From an optimization exercise on the open Yosys and OpenROAD flow, aimed at small area and few clock cycles; shortcuts taken in it are not production practice. Only simulation tests tie the RTL to the original design; equivalence was not proved. No activity file was given, so power comes from the tool's default toggle rates.

==> design/flow/design.v <==
module i2cc_crc8 (
    input  wire [15:0] crc_in,
    input  wire [7:0]  data,
    output wire [15:0] crc_out
);
    wire [15:0] c0 = crc_in;
    wire [15:0] c1 = {c0[14:0], 1'b0} ^ ((c0[15] ^ data[7]) ? 16'h8005 : 16'h0000);
    wire [15:0] c2 = {c1[14:0], 1'b0} ^ ((c1[15] ^ data[6]) ? 16'h8005 : 16'h0000);
    wire [15:0] c3 = {c2[14:0], 1'b0} ^ ((c2[15] ^ data[5]) ? 16'h8005 : 16'h0000);
    wire [15:0] c4 = {c3[14:0], 1'b0} ^ ((c3[15] ^ data[4]) ? 16'h8005 : 16'h0000);
    wire [15:0] c5 = {c4[14:0], 1'b0} ^ ((c4[15] ^ data[3]) ? 16'h8005 : 16'h0000);
    wire [15:0] c6 = {c5[14:0], 1'b0} ^ ((c5[15] ^ data[2]) ? 16'h8005 : 16'h0000);
    wire [15:0] c7 = {c6[14:0], 1'b0} ^ ((c6[15] ^ data[1]) ? 16'h8005 : 16'h0000);
    wire [15:0] c8 = {c7[14:0], 1'b0} ^ ((c7[15] ^ data[0]) ? 16'h8005 : 16'h0000);
    assign crc_out = c8;
endmodule
module i2cc_top (
    input  wire        clk,
    input  wire        rst,
    input  wire        host_req,
    input  wire        host_we,
    input  wire [10:0] host_addr,
    input  wire [31:0] host_wdata,
    output reg  [31:0] host_rdata,
    output reg         host_err,
    output wire        irq,
    output reg         bus_req,
    output reg  [2:0]  bus_act,
    output reg  [7:0]  bus_data,
    input  wire        bus_done,
    input  wire [1:0]  bus_resp,
    input  wire        bus_rx_valid,
    input  wire [7:0]  bus_rx_data
);
    localparam MAXC = 64;             
    localparam RXS  = 64;             
    localparam DBS  = MAXC - 9;       
    localparam [7:0] R_OK = 8'h00, R_DEV = 8'h01, R_UNK = 8'h02,
                     R_COMM = 8'h10, R_RSF = 8'h11,
                     R_FTL = 8'h20, R_FSH = 8'h21, R_CRC = 8'h22, R_FCE = 8'h23,
                     R_BADC = 8'h30, R_SEQ = 8'h31, R_BLEN = 8'h32;
    localparam [3:0] P_IDLE = 4'd0, P_CHECK = 4'd1, P_CRC = 4'd2, P_MARSHAL = 4'd3,
                     P_UNM = 4'd4, P_WAKE = 4'd5, P_WRITE = 4'd6, P_RESYNC = 4'd7,
                     P_WAIT = 4'd8, P_RC = 4'd9, P_RB = 4'd10, P_READ = 4'd11;
    localparam [2:0] TS_IDLE = 3'd0, TS_ADDRW = 3'd1, TS_DSENT = 3'd2,
                     TS_RSP = 3'd4, TS_ADDRR = 3'd5, TS_DREC = 3'd6, TS_FAIL = 3'd7;
    localparam [2:0] A_START = 3'd1, A_RSTART = 3'd2, A_STOP = 3'd3, A_WRBYTE = 3'd4,
                     A_RDBYTES = 3'd5, A_DUMMY = 3'd6, A_WAKE = 3'd7;
    reg        ctrl_ie;
    reg [2:0]  ctrl_retries;
    reg        busy, done, ovr;
    reg [2:0]  tstate;
    reg [3:0]  phase;
    reg [3:0]  attempts;
    reg [31:0] cmd;
    reg [7:0]  result;
    reg [6:0]  dev_addr;
    reg [15:0] waddr, ioaddr;
    reg [7:0]  opcode, mode;
    reg [15:0] param1, param2;
    reg [31:0] dlen;
    reg [7:0]  wr_len, rd_len, crc_len, resp_len, frame_len, rx_len;
    reg [15:0] crc_reg;
    reg [7:0]  rsp_status;
    reg [3:0]  rsp_code;
    reg [7:0]  rsp_dlen;
    reg        rsp_valid;
    reg [7:0]  dbuf  [0:DBS-1];
    reg [7:0]  txbuf [0:MAXC-1];
    reg [7:0]  rxbuf [0:RXS-1];
    reg [7:0]  stg   [0:RXS-1];       
    assign irq = done & ctrl_ie;
    wire [6:0] h_bidx  = host_addr[8:2];
    wire [4:0] h_ridx  = host_addr[6:2];
    wire       h_align = (host_addr[1:0] == 2'b00);
    wire       h_isreg = (host_addr[10:9] == 2'd0) && (h_bidx < 7'd20);
    wire       h_isdb  = (host_addr[10:9] == 2'd1) && (h_bidx < DBS);
    wire       h_istx  = (host_addr[10:9] == 2'd2) && (h_bidx < MAXC);
    wire       h_isrx  = (host_addr[10:9] == 2'd3) && (h_bidx < RXS);
    wire       h_legal = h_align && (h_isreg || h_isdb || h_istx || h_isrx);
    wire       h_wr    = host_req && host_we && h_legal;
    reg [31:0] h_rd;
    always @* begin
        h_rd = 32'd0;
        if (h_isdb)      h_rd = {24'd0, dbuf[h_bidx]};
        else if (h_istx) h_rd = {24'd0, txbuf[h_bidx]};
        else if (h_isrx) h_rd = {24'd0, rxbuf[h_bidx]};
        else begin
            case (h_ridx)
                5'd0:  h_rd = {25'd0, ctrl_retries, 3'd0, ctrl_ie};
                5'd1:  h_rd = {16'd0, attempts, phase, 1'b0, tstate, 1'b0, ovr, done, busy};
                5'd2:  h_rd = cmd;
                5'd3:  h_rd = {24'd0, result};
                5'd4:  h_rd = {25'd0, dev_addr};
                5'd5:  h_rd = {16'd0, waddr};
                5'd6:  h_rd = {16'd0, ioaddr};
                5'd7:  h_rd = {24'd0, opcode};
                5'd8:  h_rd = {24'd0, mode};
                5'd9:  h_rd = {16'd0, param1};
                5'd10: h_rd = {16'd0, param2};
                5'd11: h_rd = dlen;
                5'd12: h_rd = {24'd0, wr_len};
                5'd13: h_rd = {24'd0, rd_len};
                5'd14: h_rd = {24'd0, crc_len};
                5'd15: h_rd = {24'd0, resp_len};
                5'd16: h_rd = {24'd0, frame_len};
                5'd17: h_rd = {24'd0, rx_len};
                5'd18: h_rd = {16'd0, crc_reg};
                5'd19: h_rd = {rsp_valid, 7'd0, rsp_dlen, 4'd0, rsp_code, rsp_status};
                default: h_rd = 32'd0;
            endcase
        end
    end
    always @(posedge clk) begin
        if (rst) begin
            host_rdata <= 32'd0;
            host_err   <= 1'b0;
        end else begin
            host_rdata <= (host_req && !host_we && h_legal) ? h_rd : 32'd0;
            host_err   <= host_req && !h_legal;
        end
    end
    localparam [4:0] M_IDLE = 5'd0, M_DEC = 5'd1, M_CRC = 5'd2, M_MAR = 5'd3,
                     M_UNM = 5'd4, M_UNF = 5'd5, M_WKW = 5'd6, M_WR = 5'd7,
                     M_WRW = 5'd8, M_RSW = 5'd9, M_WAIT = 5'd10, M_RC = 5'd11,
                     M_RCW = 5'd12, M_RCCHK = 5'd13, M_RBW = 5'd14, M_RFW = 5'd15,
                     M_BWW = 5'd16, M_BRW = 5'd17, M_RSYW = 5'd18, M_COPY = 5'd19;
    localparam [4:0] E_IDLE = 5'd0, E_START = 5'd1, E_ADW = 5'd2, E_WAH = 5'd3,
                     E_WAL = 5'd4, E_DATA = 5'd5, E_STOPW = 5'd6, E_RST = 5'd7,
                     E_ADR = 5'd8, E_RD = 5'd9, E_STOPR = 5'd10, E_NSTOP = 5'd11,
                     E_RS1 = 5'd12, E_RS2 = 5'd13, E_RSD = 5'd14, E_RSS = 5'd15,
                     E_WAKE = 5'd16;
    reg [4:0]  ms;
    reg [2:0]  retries_snap;
    reg [7:0]  m_i;
    reg [7:0]  m_n;
    reg [7:0]  m_c;
    reg [3:0]  m_att;
    reg [6:0]  m_w;
    reg [15:0] crc_acc;
    reg [7:0]  cp_base, cp_n;
    reg        cp_unm;
    reg [4:0]  es;
    reg        e_read;
    reg [7:0]  e_n;
    reg [15:0] e_wa;
    reg [7:0]  e_idx;
    reg [7:0]  e_cnt;
    reg        e_fin, e_ok;
    wire [3:0] c_op    = cmd[3:0];
    wire [1:0] c_src   = cmd[5:4];
    wire       c_wake  = cmd[8];
    wire       c_idle  = cmd[9];
    wire       c_legal = (cmd == 32'h1) || (cmd == 32'h11) || (cmd == 32'h21) ||
                         (cmd == 32'h2) || (cmd == 32'h3) || (cmd == 32'h4) ||
                         (cmd == 32'h5) || (cmd == 32'h6) ||
                         ((cmd & 32'hFFFF_FEFF) == 32'h7) || (cmd == 32'h8) ||
                         ((cmd & 32'hFFFF_FDFF) == 32'h9);
    wire       c_sleep = (c_op == 4'h9);
    wire [9:0]  dl_sum  = {2'b00, dlen[7:0]} + {2'b00, dlen[15:8]} +
                          {2'b00, dlen[23:16]} + {2'b00, dlen[31:24]};
    wire [9:0]  f_len   = c_sleep ? 10'd0 : dl_sum;
    wire [7:0]  f_op    = c_sleep ? 8'h11 : opcode;
    wire [7:0]  f_mode  = c_sleep ? (c_idle ? 8'h40 : 8'h00) : mode;
    wire [15:0] f_p1    = c_sleep ? 16'h0000 : param1;
    wire [15:0] f_p2    = c_sleep ? 16'h0000 : param2;
    wire [7:0]  f_count = 8'd9 + f_len[7:0];
    reg [7:0] f_byte;
    always @* begin
        case (m_i)
            8'd0: f_byte = f_count;
            8'd1: f_byte = f_op;
            8'd2: f_byte = f_mode;
            8'd3: f_byte = f_p1[15:8];
            8'd4: f_byte = f_p1[7:0];
            8'd5: f_byte = f_p2[15:8];
            8'd6: f_byte = f_p2[7:0];
            default: f_byte = dbuf[m_i - 8'd7];
        endcase
    end
    wire [6:0] proc_delay = 7'd4 + {1'b0, opcode[3:0], 2'b00} + {5'd0, mode[1:0]};
    reg  [7:0]  crc_data;
    wire [15:0] crc_next;
    always @* begin
        crc_data = rxbuf[m_i];
        if (ms == M_MAR) crc_data = f_byte;
        else if (ms == M_CRC) begin
            if (c_src == 2'd0)      crc_data = dbuf[m_i];
            else if (c_src == 2'd1) crc_data = txbuf[m_i];
            else                    crc_data = rxbuf[m_i];
        end
    end
    i2cc_crc8 u_crc (.crc_in(crc_acc), .data(crc_data), .crc_out(crc_next));
    reg [3:0] st_code;
    always @* begin
        case (rxbuf[1])
            8'h00: st_code = 4'd0;
            8'h02: st_code = 4'd1;
            8'h04: st_code = 4'd2;
            8'h08: st_code = 4'd3;
            8'h10: st_code = 4'd4;
            8'h20: st_code = 4'd5;
            8'h40: st_code = 4'd6;
            8'h50: st_code = 4'd7;
            8'h60: st_code = 4'd8;
            8'h70: st_code = 4'd9;
            8'h80: st_code = 4'd10;
            8'h90: st_code = 4'd11;
            default: st_code = 4'd14;
        endcase
    end
    always @* begin
        bus_req  = (es != E_IDLE);
        bus_act  = 3'd0;
        bus_data = 8'd0;
        case (es)
            E_START, E_RS1, E_RS2: bus_act = A_START;
            E_ADW:   begin bus_act = A_WRBYTE; bus_data = {dev_addr, 1'b0}; end
            E_WAH:   begin bus_act = A_WRBYTE; bus_data = e_wa[15:8]; end
            E_WAL:   begin bus_act = A_WRBYTE; bus_data = e_wa[7:0]; end
            E_DATA:  begin bus_act = A_WRBYTE; bus_data = txbuf[e_idx]; end
            E_STOPW, E_STOPR, E_NSTOP, E_RSS: bus_act = A_STOP;
            E_RST:   bus_act = A_RSTART;
            E_ADR:   begin bus_act = A_WRBYTE; bus_data = {dev_addr, 1'b1}; end
            E_RD:    begin bus_act = A_RDBYTES; bus_data = e_n; end
            E_RSD:   begin bus_act = A_DUMMY; bus_data = 8'hFF; end
            E_WAKE:  bus_act = A_WAKE;
            default: ;
        endcase
    end
    wire [7:0] e_cnt_nx = (es == E_RD && bus_rx_valid && e_cnt != 8'hFF) ? e_cnt + 8'd1 : e_cnt;
    always @(posedge clk) begin
        if (rst) begin
            ctrl_ie      <= 1'b0;
            ctrl_retries <= 3'd3;
            busy         <= 1'b0;
            done         <= 1'b0;
            ovr          <= 1'b0;
            tstate       <= TS_IDLE;
            phase        <= P_IDLE;
            attempts     <= 4'd0;
            cmd          <= 32'd0;
            result       <= 8'hFF;
            dev_addr     <= 7'h50;
            waddr        <= 16'h0000;
            ioaddr       <= 16'hFE00;
            opcode       <= 8'd0;
            mode         <= 8'd0;
            param1       <= 16'd0;
            param2       <= 16'd0;
            dlen         <= 32'd0;
            wr_len       <= 8'd0;
            rd_len       <= 8'd0;
            crc_len      <= 8'd0;
            resp_len     <= RXS;
            frame_len    <= 8'd0;
            rx_len       <= 8'd0;
            crc_reg      <= 16'd0;
            rsp_status   <= 8'd0;
            rsp_code     <= 4'hF;
            rsp_dlen     <= 8'd0;
            rsp_valid    <= 1'b0;
            ms           <= M_IDLE;
            retries_snap <= 3'd0;
            m_i          <= 8'd0;
            m_n          <= 8'd0;
            m_c          <= 8'd0;
            m_att        <= 4'd0;
            m_w          <= 7'd0;
            crc_acc      <= 16'd0;
            cp_base      <= 8'd0;
            cp_n         <= 8'd0;
            cp_unm       <= 1'b0;
            es           <= E_IDLE;
            e_read       <= 1'b0;
            e_n          <= 8'd0;
            e_wa         <= 16'd0;
            e_idx        <= 8'd0;
            e_cnt        <= 8'd0;
            e_fin        <= 1'b0;
            e_ok         <= 1'b0;
        end else begin
            if (h_wr) begin
                if (h_isreg) begin
                    case (h_ridx)
                        5'd0: begin ctrl_ie <= host_wdata[0]; ctrl_retries <= host_wdata[6:4]; end
                        5'd1: begin
                            if (host_wdata[1]) done <= 1'b0;
                            if (host_wdata[2]) ovr  <= 1'b0;
                        end
                        5'd2: begin
                            if (busy) ovr <= 1'b1;
                            else begin
                                cmd          <= host_wdata;
                                busy         <= 1'b1;
                                done         <= 1'b0;
                                attempts     <= 4'd0;
                                phase        <= P_CHECK;
                                retries_snap <= ctrl_retries;
                                ms           <= M_DEC;
                            end
                        end
                        5'd3, 5'd16, 5'd18, 5'd19: ;    
                        default: begin
                            if (busy) ovr <= 1'b1;
                            else begin
                                case (h_ridx)
                                    5'd4:  dev_addr <= host_wdata[6:0];
                                    5'd5:  waddr    <= host_wdata[15:0];
                                    5'd6:  ioaddr   <= host_wdata[15:0];
                                    5'd7:  opcode   <= host_wdata[7:0];
                                    5'd8:  mode     <= host_wdata[7:0];
                                    5'd9:  param1   <= host_wdata[15:0];
                                    5'd10: param2   <= host_wdata[15:0];
                                    5'd11: dlen     <= host_wdata;
                                    5'd12: wr_len   <= host_wdata[7:0];
                                    5'd13: rd_len   <= host_wdata[7:0];
                                    5'd14: crc_len  <= host_wdata[7:0];
                                    5'd15: resp_len <= host_wdata[7:0];
                                    5'd17: rx_len   <= host_wdata[7:0];
                                    default: ;
                                endcase
                            end
                        end
                    endcase
                end else begin
                    if (busy) ovr <= 1'b1;
                    else if (h_isdb) dbuf[h_bidx]  <= host_wdata[7:0];
                    else if (h_istx) txbuf[h_bidx] <= host_wdata[7:0];
                    else             rxbuf[h_bidx] <= host_wdata[7:0];
                end
            end
            e_fin <= 1'b0;
            if (es == E_RD) begin
                if (bus_rx_valid && e_cnt < RXS) stg[e_cnt[5:0]] <= bus_rx_data;
                e_cnt <= e_cnt_nx;
            end
            if (es != E_IDLE && bus_done) begin
                case (es)
                    E_START: begin
                        if (bus_resp == 2'd0) es <= E_ADW;
                        else begin tstate <= TS_FAIL; es <= E_IDLE; e_fin <= 1'b1; e_ok <= 1'b0; end
                    end
                    E_ADW, E_WAH, E_WAL, E_DATA, E_ADR: begin
                        if (bus_resp == 2'd0) begin
                            case (es)
                                E_ADW: begin tstate <= TS_ADDRW; es <= E_WAH; end
                                E_WAH: es <= E_WAL;
                                E_WAL: begin
                                    if (e_read) begin
                                        tstate <= TS_RSP; es <= E_RST;
                                    end else if (e_n == 8'd0) begin
                                        tstate <= TS_DSENT; es <= E_STOPW;
                                    end else begin
                                        e_idx <= 8'd0; es <= E_DATA;
                                    end
                                end
                                E_DATA: begin
                                    if (e_idx + 8'd1 == e_n) begin
                                        tstate <= TS_DSENT; es <= E_STOPW;
                                    end else e_idx <= e_idx + 8'd1;
                                end
                                default: begin    
                                    tstate <= TS_ADDRR; e_cnt <= 8'd0; es <= E_RD;
                                end
                            endcase
                        end else if (bus_resp == 2'd1) begin
                            es <= E_NSTOP;           
                        end else begin
                            tstate <= TS_FAIL; es <= E_IDLE; e_fin <= 1'b1; e_ok <= 1'b0;
                        end
                    end
                    E_STOPW, E_STOPR, E_RSS: begin
                        tstate <= TS_IDLE; es <= E_IDLE; e_fin <= 1'b1; e_ok <= 1'b1;
                    end
                    E_RST: begin
                        if (bus_resp == 2'd0) es <= E_ADR;
                        else begin tstate <= TS_FAIL; es <= E_IDLE; e_fin <= 1'b1; e_ok <= 1'b0; end
                    end
                    E_RD: begin
                        if (e_cnt_nx == e_n) begin tstate <= TS_DREC; es <= E_STOPR; end
                        else es <= E_NSTOP;
                    end
                    E_NSTOP: begin
                        tstate <= TS_FAIL; es <= E_IDLE; e_fin <= 1'b1; e_ok <= 1'b0;
                    end
                    E_RS1: es <= (bus_resp == 2'd0) ? E_RSD : E_RS2;
                    E_RS2: begin
                        if (bus_resp == 2'd0) es <= E_RSD;
                        else begin tstate <= TS_FAIL; es <= E_IDLE; e_fin <= 1'b1; e_ok <= 1'b0; end
                    end
                    E_RSD: es <= E_RSS;
                    E_WAKE: begin es <= E_IDLE; e_fin <= 1'b1; e_ok <= 1'b1; end
                    default: es <= E_IDLE;
                endcase
            end
            case (ms)
                M_IDLE: ;
                M_DEC: begin
                    if (!c_legal) begin
                        result <= R_BADC; phase <= P_IDLE; busy <= 1'b0; done <= 1'b1; ms <= M_IDLE;
                    end else begin
                        case (c_op)
                            4'h1: begin
                                phase <= P_CRC;
                                if (crc_len > ((c_src == 2'd0) ? DBS : MAXC)) begin
                                    result <= R_BLEN; phase <= P_IDLE; busy <= 1'b0; done <= 1'b1; ms <= M_IDLE;
                                end else begin
                                    m_i <= 8'd0; crc_acc <= 16'd0; ms <= M_CRC;
                                end
                            end
                            4'h2: begin
                                phase <= P_MARSHAL;
                                if (f_len > DBS) begin
                                    result <= R_FTL; phase <= P_IDLE; busy <= 1'b0; done <= 1'b1; ms <= M_IDLE;
                                end else begin
                                    m_i <= 8'd0; crc_acc <= 16'd0; ms <= M_MAR;
                                end
                            end
                            4'h3: begin
                                phase <= P_UNM;
                                rsp_valid <= 1'b0; rsp_dlen <= 8'd0; rsp_code <= 4'hF; rsp_status <= 8'd0;
                                if (rx_len > RXS) begin
                                    result <= R_BLEN; phase <= P_IDLE; busy <= 1'b0; done <= 1'b1; ms <= M_IDLE;
                                end else if (rx_len < 8'd4) begin
                                    result <= R_FSH; phase <= P_IDLE; busy <= 1'b0; done <= 1'b1; ms <= M_IDLE;
                                end else begin
                                    m_n <= rx_len; m_i <= 8'd0; crc_acc <= 16'd0; ms <= M_UNM;
                                end
                            end
                            4'h4: begin
                                if (tstate == TS_FAIL) begin
                                    result <= R_SEQ; phase <= P_IDLE; busy <= 1'b0; done <= 1'b1; ms <= M_IDLE;
                                end else if (wr_len > MAXC) begin
                                    result <= R_BLEN; phase <= P_IDLE; busy <= 1'b0; done <= 1'b1; ms <= M_IDLE;
                                end else begin
                                    phase <= P_WRITE;
                                    e_read <= 1'b0; e_wa <= waddr; e_n <= wr_len; es <= E_START;
                                    ms <= M_BWW;
                                end
                            end
                            4'h5: begin
                                if (tstate == TS_FAIL) begin
                                    result <= R_SEQ; phase <= P_IDLE; busy <= 1'b0; done <= 1'b1; ms <= M_IDLE;
                                end else if (rd_len < 8'd1 || rd_len > RXS) begin
                                    result <= R_BLEN; phase <= P_IDLE; busy <= 1'b0; done <= 1'b1; ms <= M_IDLE;
                                end else begin
                                    phase <= P_READ;
                                    e_read <= 1'b1; e_wa <= waddr; e_n <= rd_len; es <= E_START;
                                    ms <= M_BRW;
                                end
                            end
                            4'h6: begin
                                phase <= P_RESYNC; es <= E_RS1; ms <= M_RSYW;
                            end
                            4'h7: begin
                                rsp_valid <= 1'b0; rsp_dlen <= 8'd0; rsp_code <= 4'hF; rsp_status <= 8'd0;
                                if (tstate == TS_FAIL) begin
                                    result <= R_SEQ; phase <= P_IDLE; busy <= 1'b0; done <= 1'b1; ms <= M_IDLE;
                                end else if (resp_len < 8'd4 || resp_len > RXS) begin
                                    result <= R_BLEN; phase <= P_IDLE; busy <= 1'b0; done <= 1'b1; ms <= M_IDLE;
                                end else if (f_len > DBS) begin
                                    result <= R_FTL; phase <= P_IDLE; busy <= 1'b0; done <= 1'b1; ms <= M_IDLE;
                                end else begin
                                    phase <= P_MARSHAL; m_i <= 8'd0; crc_acc <= 16'd0; ms <= M_MAR;
                                end
                            end
                            4'h8: begin
                                phase <= P_WAKE; es <= E_WAKE; ms <= M_WKW;
                            end
                            default: begin    
                                if (tstate == TS_FAIL) begin
                                    result <= R_SEQ; phase <= P_IDLE; busy <= 1'b0; done <= 1'b1; ms <= M_IDLE;
                                end else begin
                                    phase <= P_MARSHAL; m_i <= 8'd0; crc_acc <= 16'd0; ms <= M_MAR;
                                end
                            end
                        endcase
                    end
                end
                M_CRC: begin
                    if (m_i == crc_len) begin
                        crc_reg <= crc_acc;
                        result <= R_OK; phase <= P_IDLE; busy <= 1'b0; done <= 1'b1; ms <= M_IDLE;
                    end else begin
                        crc_acc <= crc_next; m_i <= m_i + 8'd1;
                    end
                end
                M_MAR: begin
                    if (m_i < 8'd7 + f_len[7:0]) begin
                        txbuf[m_i[5:0]] <= f_byte;
                        crc_acc <= crc_next;
                        m_i <= m_i + 8'd1;
                    end else begin
                        txbuf[m_i[5:0]]         <= crc_acc[15:8];
                        txbuf[m_i[5:0] + 6'd1]  <= crc_acc[7:0];
                        frame_len <= f_count;
                        if (c_op == 4'h2) begin
                            result <= R_OK; phase <= P_IDLE; busy <= 1'b0; done <= 1'b1; ms <= M_IDLE;
                        end else if (c_op == 4'h7 && c_wake) begin
                            phase <= P_WAKE; es <= E_WAKE; ms <= M_WKW;
                        end else begin
                            m_att <= 4'd1; ms <= M_WR;
                        end
                    end
                end
                M_WKW: begin
                    if (e_fin) begin
                        if (c_op == 4'h8) begin
                            result <= R_OK; phase <= P_IDLE; busy <= 1'b0; done <= 1'b1; ms <= M_IDLE;
                        end else begin
                            m_att <= 4'd1; ms <= M_WR;
                        end
                    end
                end
                M_WR: begin
                    phase <= P_WRITE; attempts <= m_att;
                    e_read <= 1'b0; e_wa <= ioaddr; e_n <= frame_len; es <= E_START;
                    ms <= M_WRW;
                end
                M_WRW: begin
                    if (e_fin) begin
                        if (e_ok) begin
                            if (c_sleep) begin
                                result <= R_OK; phase <= P_IDLE; busy <= 1'b0; done <= 1'b1; ms <= M_IDLE;
                            end else begin
                                phase <= P_WAIT; m_w <= proc_delay; ms <= M_WAIT;
                            end
                        end else begin
                            phase <= P_RESYNC; es <= E_RS1; ms <= M_RSW;
                        end
                    end
                end
                M_RSW: begin
                    if (e_fin) begin
                        if (!e_ok) begin
                            result <= R_RSF; phase <= P_IDLE; busy <= 1'b0; done <= 1'b1; ms <= M_IDLE;
                        end else if (m_att == {1'b0, retries_snap} + 4'd1) begin
                            result <= R_COMM; phase <= P_IDLE; busy <= 1'b0; done <= 1'b1; ms <= M_IDLE;
                        end else begin
                            m_att <= m_att + 4'd1; ms <= M_WR;
                        end
                    end
                end
                M_WAIT: begin
                    if (m_w == 7'd0) ms <= M_RC;
                    else m_w <= m_w - 7'd1;
                end
                M_RC: begin
                    phase <= P_RC;
                    e_read <= 1'b1; e_wa <= ioaddr; e_n <= 8'd1; es <= E_START;
                    ms <= M_RCW;
                end
                M_RCW: begin
                    if (e_fin) begin
                        if (e_ok) begin
                            rxbuf[0] <= stg[0]; rx_len <= 8'd1; m_c <= stg[0];
                            ms <= M_RCCHK;
                        end else begin
                            rx_len <= 8'd0; phase <= P_RESYNC; es <= E_RS1; ms <= M_RFW;
                        end
                    end
                end
                M_RCCHK: begin
                    if (m_c < 8'd4) begin
                        result <= R_FSH; phase <= P_IDLE; busy <= 1'b0; done <= 1'b1; ms <= M_IDLE;
                    end else if (m_c > resp_len) begin
                        result <= R_FCE; phase <= P_IDLE; busy <= 1'b0; done <= 1'b1; ms <= M_IDLE;
                    end else begin
                        phase <= P_RB;
                        e_read <= 1'b1; e_wa <= ioaddr; e_n <= m_c - 8'd1; es <= E_START;
                        ms <= M_RBW;
                    end
                end
                M_RBW: begin
                    if (e_fin) begin
                        if (e_ok) begin
                            cp_base <= 8'd1; cp_n <= m_c - 8'd1; cp_unm <= 1'b1; m_i <= 8'd0;
                            ms <= M_COPY;
                        end else begin
                            rx_len <= 8'd0; phase <= P_RESYNC; es <= E_RS1; ms <= M_RFW;
                        end
                    end
                end
                M_RFW: begin
                    if (e_fin) begin
                        result <= e_ok ? R_COMM : R_RSF;
                        phase <= P_IDLE; busy <= 1'b0; done <= 1'b1; ms <= M_IDLE;
                    end
                end
                M_COPY: begin
                    if (m_i == cp_n) begin
                        if (cp_unm) begin
                            rx_len <= m_c; phase <= P_UNM;
                            m_n <= m_c; m_i <= 8'd0; crc_acc <= 16'd0; ms <= M_UNM;
                        end else begin
                            rx_len <= cp_n;
                            result <= R_OK; phase <= P_IDLE; busy <= 1'b0; done <= 1'b1; ms <= M_IDLE;
                        end
                    end else begin
                        rxbuf[cp_base[5:0] + m_i[5:0]] <= stg[m_i[5:0]];
                        m_i <= m_i + 8'd1;
                    end
                end
                M_UNM: begin
                    if (m_i == m_n - 8'd2) ms <= M_UNF;
                    else begin
                        crc_acc <= crc_next; m_i <= m_i + 8'd1;
                    end
                end
                M_UNF: begin
                    if (crc_acc != {rxbuf[m_n[5:0] - 6'd2], rxbuf[m_n[5:0] - 6'd1]}) begin
                        result <= R_CRC;
                    end else if (rxbuf[0] != m_n) begin
                        result <= R_FCE;
                    end else begin
                        rsp_valid <= 1'b1; rsp_dlen <= m_n - 8'd4; rsp_code <= st_code;
                        rsp_status <= rxbuf[1];
                        result <= (st_code == 4'd0) ? R_OK : (st_code == 4'd14) ? R_UNK : R_DEV;
                    end
                    phase <= P_IDLE; busy <= 1'b0; done <= 1'b1; ms <= M_IDLE;
                end
                M_BWW: begin
                    if (e_fin) begin
                        result <= e_ok ? R_OK : R_COMM;
                        phase <= P_IDLE; busy <= 1'b0; done <= 1'b1; ms <= M_IDLE;
                    end
                end
                M_BRW: begin
                    if (e_fin) begin
                        if (e_ok) begin
                            cp_base <= 8'd0; cp_n <= rd_len; cp_unm <= 1'b0; m_i <= 8'd0;
                            ms <= M_COPY;
                        end else begin
                            rx_len <= 8'd0;
                            result <= R_COMM; phase <= P_IDLE; busy <= 1'b0; done <= 1'b1; ms <= M_IDLE;
                        end
                    end
                end
                M_RSYW: begin
                    if (e_fin) begin
                        result <= e_ok ? R_OK : R_RSF;
                        phase <= P_IDLE; busy <= 1'b0; done <= 1'b1; ms <= M_IDLE;
                    end
                end
                default: ms <= M_IDLE;
            endcase
        end
    end
endmodule
==> design/flow/run.sh <==
#!/bin/bash
# synth_recipe.tcl (not shown) runs the flow's synth.tcl, then flattens the netlist and writes it again
# the make line also repeats each setting of config.mk as NAME=value (left out here)
make -C /OpenROAD-flow-scripts/flow DESIGN_CONFIG=/design/flow/config.mk WORK_HOME=/design/flow/orfs CLKGATE_MAP_FILE= SYNTH_SCRIPT=/design/flow/synth_recipe.tcl finish
==> design/flow/config.mk <==
export PLATFORM = sky130hd
export DESIGN_NAME = i2cc_top
export DESIGN_NICKNAME = i2cc_top
export VERILOG_FILES = /design/flow/design.v
export SDC_FILE = /design/flow/constraint.sdc
export NUM_CORES = 8
export LEC_CHECK = 0
export CAP_MARGIN = 20
export CORE_MARGIN = 2
export CORE_UTILIZATION = 25
export PLACE_DENSITY = 0.45
export SLEW_MARGIN = 20
==> design/flow/constraint.sdc <==
create_clock -name core_clock -period 10.0 [get_ports {clk}]
set_input_delay 2.0000 -clock core_clock [delete_from_list [all_inputs] [get_ports {clk}]]
set_output_delay 2.0000 -clock core_clock [all_outputs]
set_load 0.01 [all_outputs]
==> impl_metrics.csv <==
group,metric,value,unit
synth,yosysWarnings,1,
cells_and_area,drive_gt1_frac,0.212,
sta,fin_crit_sh,0.767,
sta,rsz0062_at_grt,"no",
die,die_w,776,um
setup_path,path_class,"flip-flop to output pin",
die,die-area,602000,um2
synth,synthCells,12782,
clock_tree,cts_sinks,2399,
synth,synthArstFlopShare,0,
routing,drc,0,
cells_and_area,syn2layout_area_growth,13.7,%
sta,skew,0.117,ns
power,leakagePower,51.0,nW
clock_tree,cts_setup_buffers,0,
global_routing,grt_usage,0.255,
synth,avgSynthCellArea,11.6,um2
setup_path,cp_data_arrival_time,5.67,ns
power,pwr-share-clk,0.491,
die,ios,105,
routing,ant_nets,0,
synth,syn-cell-area,149000,um2
die,core_area,593000,um2
global_routing,grt_max_degree,173,
place,numPortBuffers,104,
synth,syn-num-nets,12906,
die,chipHeight,776,um
routing,wire_per_inst,38.9,um
clock_tree,root_buffer,"clkbuf_16",
job,maxCapViolCount,0,
place,place.gp.congestion,1.04,
routing,first_iter_violations,21168,
cells_and_area,nNetsFinal,12576,
synth,yosys_register_bits,2399,
clock_tree,h-tree-depth,5,
sta,fin_tns_setup,0,ns
sta,hold_viol,0,
synth,yosysSeqAreaShare,0.456,
power,power_density,138,nW/um2
sta,maxSlewHeadroom,0.0664,
die,std_cell_rows,283,
die,start_util,0.251,
setup_path,end_kind,"output pin",
sta,finalCriticalPeriod,7.67,ns
power,sw_frac_of_total,0.242,
global_routing,grt_pass1_vias,116061,
clock_tree,clk_path_buf_depth,4,
clock_tree,postCtsHoldBufs,0,
clock_tree,clock_latency,1.02,ns
routing,num_vias,127265,
sta,slew_violations,0,
power,power.switching,5.66,mW
routing,avgViaCountPerCell,6.18,
place,dp_hpwl,549000,um
sta,setup_viol,0,
clock_tree,cts_tree,"done",
global_routing,gr-total-overflow,0,
clock_tree,clkTransAtPathRegs,0.06,ns
run_status,outcome,"complete, no violations",
setup_path,cp_max_fo,49,
setup_path,cp-start-kind,"flip-flop",
power,power_frac_seq,0.461,
power,p_int,17.7,mW
power,ir_worst_vdd,0.134,mV
cells_and_area,fin_util,0.285,
worst_hold_path,hp-class,"flip-flop to flip-flop",
clock_tree,cts_buffers,303,
setup_path,cp.required,8.00,ns
routing,wl,800000,um
synth,synth_top_flop_cell,"edfxtp_1",
synth,ys_types,114,
global_routing,antenna_found_initial,96,
power,combPwrFrac,0.048,
routing,first_pass_iters,9,
sta,worstMarginPinSlew,1.40,ns
global_routing,grt_first_pass_wirelength,1070000,um
synth,synth_edf_count,1976,
sta,max_freq,0.130,GHz
sta,worst_hold_slack,0.454,ns
clock_tree,post_cts_resized,0,
cells by family after synthesis:
| family | synth area share |
|---|---|
| AND/OR/NAND/NOR | 0.122 |
| AO/OA/AOI/OAI | 0.120 |
| flip-flops | 0.456 |
| multiplexers | 0.245 |
| buffers and inverters | 0.0416 |
| XOR/XNOR | 0.0102 |
| adder cells (fa/ha/maj) | 0.00627 |
per-layer routing:
metal / part of all wire / GRT usage
met4: 0.078 / 0.161
met1: 0.38 / 0.330
met3: 0.13 / 0.0902
met2: 0.41 / 0.362
met5: 0.00062 / 0.00190
worst max-delay path: stages, from the launching register on:
cell and delay [ns]:
dfxtp_4 0.86, buf_12 0.41, mux4_2 0.62, mux4_2 0.62
mux4_2 0.72, nand2_1 0.26, nand4_1 0.35, clkdlybuf4s50_1 0.60
per-stage QoR:
stage          area (um2)  cells  setup WS [ns]  total power, mW
2_1_floorplan      149000  12782           4.60             11.6
3_3_place_gp       159000  19976           2.96             12.1
3_5_place_dp       159000  19979           3.01             12.1
4_1_cts            169000  20526           2.36             23.4
5_1_grt            169000  20544           2.28             23.8
6_report           169000  20593           2.33             23.4
area by class of cell:
cell class                      count  area (um2)
Fill cell                       60853      424000
Sequential cell                  2399       67900
Clock inverter                    164        1780
Tap cell                         7837        9810
Inverter                           95         360
Antenna cell                       62         155
Clock buffer                      383        8190
Timing Repair Buffer              628        5310
Multi-Input combinational cell   9025       75700
path summary, 6_finish.rpt:
kind / startpoint / endpoint / slack (ns) / cells after the start
setup / recovery: flip-flop / bus_data[3] / 2.33 / 7
hold / removal: result[2]$_SDFFE_PP1P_ / result[2]$_SDFFE_PP1P_ / 0.45 / 1
setup reg to reg: m_i[1]$_SDFFE_PP0P_ / txbuf[14][3]$_DFFE_PP_ / 2.71 / 16
hold reg to reg: result[2]$_SDFFE_PP1P_ / result[2]$_SDFFE_PP1P_ / 0.45 / 1
layout by cell type (no fill, tap or decap), drive strengths merged, types with 51 or more instances in the layout:
master,netlist,routed
edfxtp,1976,1976
xor2,54,54
nand4,106,106
clkdlybuf4s50,0,82
o22ai,136,136
clkbuf,841,389
a21oi,544,544
nor4,70,70
o21ai,1090,1090
buf,421,540
nand2b,57,57
o31ai,133,133
xnor2,99,99
nor3,612,612
o211ai,110,110
o2bb2ai,92,92
dfxtp,423,423
a31oi,152,152
or3,58,58
a22oi,199,199
a221oi,51,51
nand2,1639,1639
mux4,1433,1433
nor2,870,870
diode,0,62
a211oi,71,71
nor2b,59,59
nand3,435,435
clkinv,3,108
mux2i,358,358
inv,92,112
synthesized netlist by cell type (55+ instances only):
cell type,number,share of area
edfxtp_1,1976,0.40
mux2i_1,357,0.024
o21ai_1,66,0.0022
nand4_1,106,0.0045
a22oi_1,199,0.010
o22ai_1,136,0.0057
nand2_1,1639,0.041
mux4_2,1419,0.21
nand3_1,435,0.015
inv_1,91,0.0023
o21ai_0,1024,0.034
buf_1,121,0.0031
buf_4,55,0.0028
o211ai_1,110,0.0055
buf_2,185,0.0062
nor2b_1,59,0.0025
or3_1,58,0.0024
dfxtp_1,423,0.057
a211oi_1,70,0.0035
nor3_1,611,0.021
nor4_1,67,0.0028
xnor2_1,94,0.0055
a21oi_1,540,0.018
a31oi_1,152,0.0064
clkbuf_1,834,0.021
nand2b_1,57,0.0024
o31ai_1,133,0.0067
o2bb2ai_1,92,0.0054
nor2_1,867,0.022
power groups by stage:
| stage | Clock (mW) | Combinational [mW] | Sequential, mW |
|---|---|---|---|
| finish | 11.5 | 1.11 | 10.8 |
| global route | 11.9 | 1.14 | 10.8 |
| CTS | 11.5 | 1.07 | 10.8 |
| detailed placement | 0 | 1.07 | 11.0 |
| global placement | 0 | 1.06 | 11.0 |
| floorplan | 0 | 0.579 | 11.0 |
Testbench counts, summed over its fixed seeds: cycles 117,875.

==> separate check: timing with driven ports <==
In the flow no input, the clock included, has a driving cell. The finished layout below was timed again as built, in two steps. Step 1, drivers: a clkbuf_16 drives clk and a buf_2 each remaining input, both assumed. Step 2 moves the port delays by t, midway between the first and last clock arrival at a register: inputs arrive t later, outputs are due t later. That takes back most of the time a late clock gives input paths. a / b / c = ideal ports / drivers / drivers and shift; a / b = the first two.
t (ns): 1.104
setup slack, ns: 2.331 / 2.194 / 2.714
worst register clock-pin slew, ns: 0.07 / 0.07
worst data-port slew with drivers (ns): 0.43
cell pins on the clock port's net: 1
After both steps this run still meets setup and hold. For this run, drivers alone change the setup slack by -0.137 ns; drivers and shift together by +0.383 ns.
